Background: an optimization exercise with open tools, aiming at small area. Do not read the settings as production practice.
The RTL was checked by simulation tests, not by an equivalence proof against the original design.
No activity file was given, so power comes from the tool's default toggle rates.

// gbx_link
module gbx_link (
    input  wire        clk,
    input  wire        rst,           
    input  wire        tick,          
    input  wire        start,         
    input  wire [63:0] desc,          
    input  wire        cancel,        
    input  wire        rx_valid,
    input  wire [7:0]  rx_data,
    output wire        rx_ready,
    output wire        rx_flush,      
    output wire        tx_valid,
    output wire [7:0]  tx_data,
    input  wire        tx_ready,
    input  wire        src_valid,
    input  wire [7:0]  src_data,
    output wire        src_ready,
    output wire        sink_valid,
    output wire [7:0]  sink_data,
    input  wire        sink_ready,
    input  wire [4:0]  buf_raddr,
    output wire [7:0]  buf_rdata,
    output reg         busy,
    output reg  [2:0]  op,            
    output reg         done,
    output reg  [3:0]  status,
    output reg  [2:0]  cause,
    output reg  [2:0]  rxsm,
    output reg  [31:0] result_len,
    output reg  [31:0] offset,
    output reg  [31:0] remaining,
    output reg         progress,
    output reg  [31:0] progress_count
);
For scale: about 1800 cells after synthesis, roughly 700 flip-flops, roughly 270 I/O pins.
Settings: LEC_CHECK=0, CAP_MARGIN=10, CORE_MARGIN=2, CORE_UTILIZATION=70, PLACE_DENSITY=0.8, SLEW_MARGIN=10; clock period 10.0 ns.
standard.sh (not shown) runs the stock make flow with config.mk's settings and CLKGATE_MAP_FILE= SYNTH_SCRIPT=/design/flow/synth_recipe.tcl, a recipe that flattens the netlist after the stock synthesis.
==> flow/flow/run.sh <==
#!/bin/bash
# The standard layout (standard.sh) with these changes:
#  - synthesis: ORFS synthesis unchanged except that abc maps the logic with
#    an area-oriented script (flow/area.abc) instead of abc_speed.script;
#  - port buffers are sky130_fd_sc_hd__buf_1;
#  - CTS: clkbuf_8 only, sink clusters of at most 16 sinks within 70 um,
#    no dummy loads.
# Each tool's output goes to a log of its own in this folder.
set -uo pipefail
W=$PWD
# synthesis script: synth_recipe.tcl, sourcing a copy of ORFS synth.tcl whose
# abc call uses flow/area.abc
sed "s|^  log_cmd abc {\*}\$abc_args|  set abc_args [lreplace \$abc_args 1 1 $W/flow/area.abc]\n  log_cmd abc {*}\$abc_args|" \
    "$FLOW_HOME/scripts/synth.tcl" > "$W/synth_area.tcl"
grep -q "flow/area.abc" "$W/synth_area.tcl" || { echo "synth.tcl patch failed"; exit 1; }
sed "s|source \$::env(SCRIPTS_DIR)/synth.tcl|source $W/synth_area.tcl|" synth_recipe.tcl > "$W/synth_recipe_area.tcl"
grep -q "synth_area.tcl" "$W/synth_recipe_area.tcl" || { echo "synth_recipe.tcl patch failed"; exit 1; }
export BUFFER_PORTS_ARGS="-buffer_cell sky130_fd_sc_hd__buf_1"
bash standard.sh "SYNTH_SCRIPT=$W/synth_recipe_area.tcl" \
    "CTS_ARGS=-sink_clustering_enable -repair_clock_nets -dont_use_dummy_load -sink_clustering_size 16 -sink_clustering_max_diameter 70 -buf_list sky130_fd_sc_hd__clkbuf_8" \
    finish > standard.log 2>&1
==> flow/flow/area.abc <==
&get -n
&st
&deepsyn -T 40
&dch
&nf -R 1000 -p
&put
topo
Next try:
--- a/flow/design.v
+++ b/flow/design.v
@@ -111,40 +111,36 @@
     wire fetch_last = (remaining[31:5] != 27'd0) ? (cnt_p1 == 5'd0)
                                                  : (cnt_p1 == remaining[4:0]);
     wire chunk_end = (offset[4:0] == 5'd31) | rem_one;
     assign rx_ready   = step & ~cancel & (run_rx | run_buf | (run_sink & ~ph));
     assign rx_flush   = run_req & (cnt[2:0] == 3'd0);
     assign tx_valid   = run_req | (run_write & step & ~cancel);
     assign tx_data    = run_req ? frame_byte : ring_rd;
     assign src_ready  = run_fetch & step & ((cnt != 5'd0) | (~rem_zero & ~cancel));
     assign sink_valid = run_sink & ph;
     assign sink_data  = sc[7:0];
     assign buf_rdata  = buf_rd;
-    wire [4:0]  slot = busy ? cnt : buf_raddr;
-    reg  [31:0] slot_hot;
-    reg  [7:0]  ring_rd, buf_rd;
-    integer k, j;
+    reg [7:0] ring_rd, buf_rd;
+    integer k;
     always @* begin
         ring_rd = 8'd0;
         buf_rd  = 8'd0;
         for (k = 0; k < 32; k = k + 1) begin
-            slot_hot[k] = (slot == k);
-            ring_rd = ring_rd | (ring[8*k +: 8] & {8{slot_hot[k]}});
-            buf_rd  = buf_rd  | (bufm[k] & {8{slot_hot[k]}});
+            ring_rd = ring_rd | (ring[8*k +: 8] & {8{cnt == k}});
+            buf_rd  = buf_rd  | (bufm[k] & {8{buf_raddr == k}});
         end
     end
     always @(posedge clk) begin
         ring <= {ring[247:0], src_take ? src_data : ring[255:248]};
-        for (j = 0; j < 32; j = j + 1)
-            if (run_buf & rx_take & slot_hot[j])
-                bufm[j] <= rx_data;
+        if (run_buf & rx_take)
+            bufm[offset[4:0]] <= rx_data;
     end
     wire set_dl = ~busy | rx_take | tx_acc;
     reg  set_wait;
     always @(posedge clk) begin
         if (set_dl)
             dl <= T_TIMEOUT - {11'd0, tick};
         else
             dl <= dl - {11'd0, tick & ~expired};
         if (set_wait)
             wk <= (run_rx ? 5'd10 : 5'd20) - {4'd0, tick};
         else
@@ -299,23 +295,23 @@
                                 result_len <= {sc, rx_data};
                                 rxsm       <= RX_DONE;
                             end
                         endcase
                     end else if (expired)
                         rxsm <= RX_TIMEOUT;
                 end
             end
         end
     end
     wire len_byte = run_rx & step & ~cancel & rx_valid & (rxsm == RX_READ_LENGTH);
-    wire cnt_inc  = (run_req & step & tx_ready) | len_byte | buf_take |
+    wire cnt_inc  = (run_req & step & tx_ready) | len_byte |
                     (src_take & ~fetch_last) | (run_write & ~tx_acc);
     wire cnt_clr  = ~busy | (tx_acc & chunk_end);
     always @(posedge clk) begin
         cnt <= cnt_clr ? 5'd0 : cnt + {4'd0, cnt_inc};
         if (!busy)
             ph <= 1'b0;
         else if (snk_take | (src_take & fetch_last))
             ph <= 1'b1;
         else if ((run_sink & ph) | (tx_acc & chunk_end))
             ph <= 1'b0;
         if (!busy)
Effect: The changed run passed the timing, DRC and antenna checks. Area after synthesis increases slightly. First-iteration DRC count decreases by a few percent. Worst setup slack gets better by 0.57 ns. Cell count rose slightly. Utilization goes down by 2.0 points. Synthesized cell count grows by a few percent. Critical path depth came out higher by 13. Via count increases slightly. Worst hold slack is better by 0.034 ns. Fmax climbs by a little under a tenth. Die area rose slightly. Design area goes down slightly. Sequential power stays flat. Register-to-register slack is worse by 0.14 ns.

==> port drivers added, routing unchanged <==
In the flow no input, the clock included, has a driving cell. The finished layouts below were timed again as built, in two steps. Step 1: set_driving_cell puts a clkbuf_16 on clk and a buf_2 on each other input, an assumption about the parent block. Step 2 also shifts input and output timing later by t, the mid clock arrival at the registers, as if the neighbouring blocks saw the same clock. Slacks: ideal / step 1 / step 2; pairs: ideal / step 1.
run | shift t [ns] | setup WS [ns] | worst setup path at the end
the first run | 0.672 | 2.902 / 2.853 / 2.744 | input to register
the second run | 0.666 | 3.474 / 3.443 / 2.777 | input to register
After both steps every run listed still meets setup and hold. For the second run, which loses most, drivers alone change the setup slack by -0.031 ns; drivers and shift together by -0.697 ns.
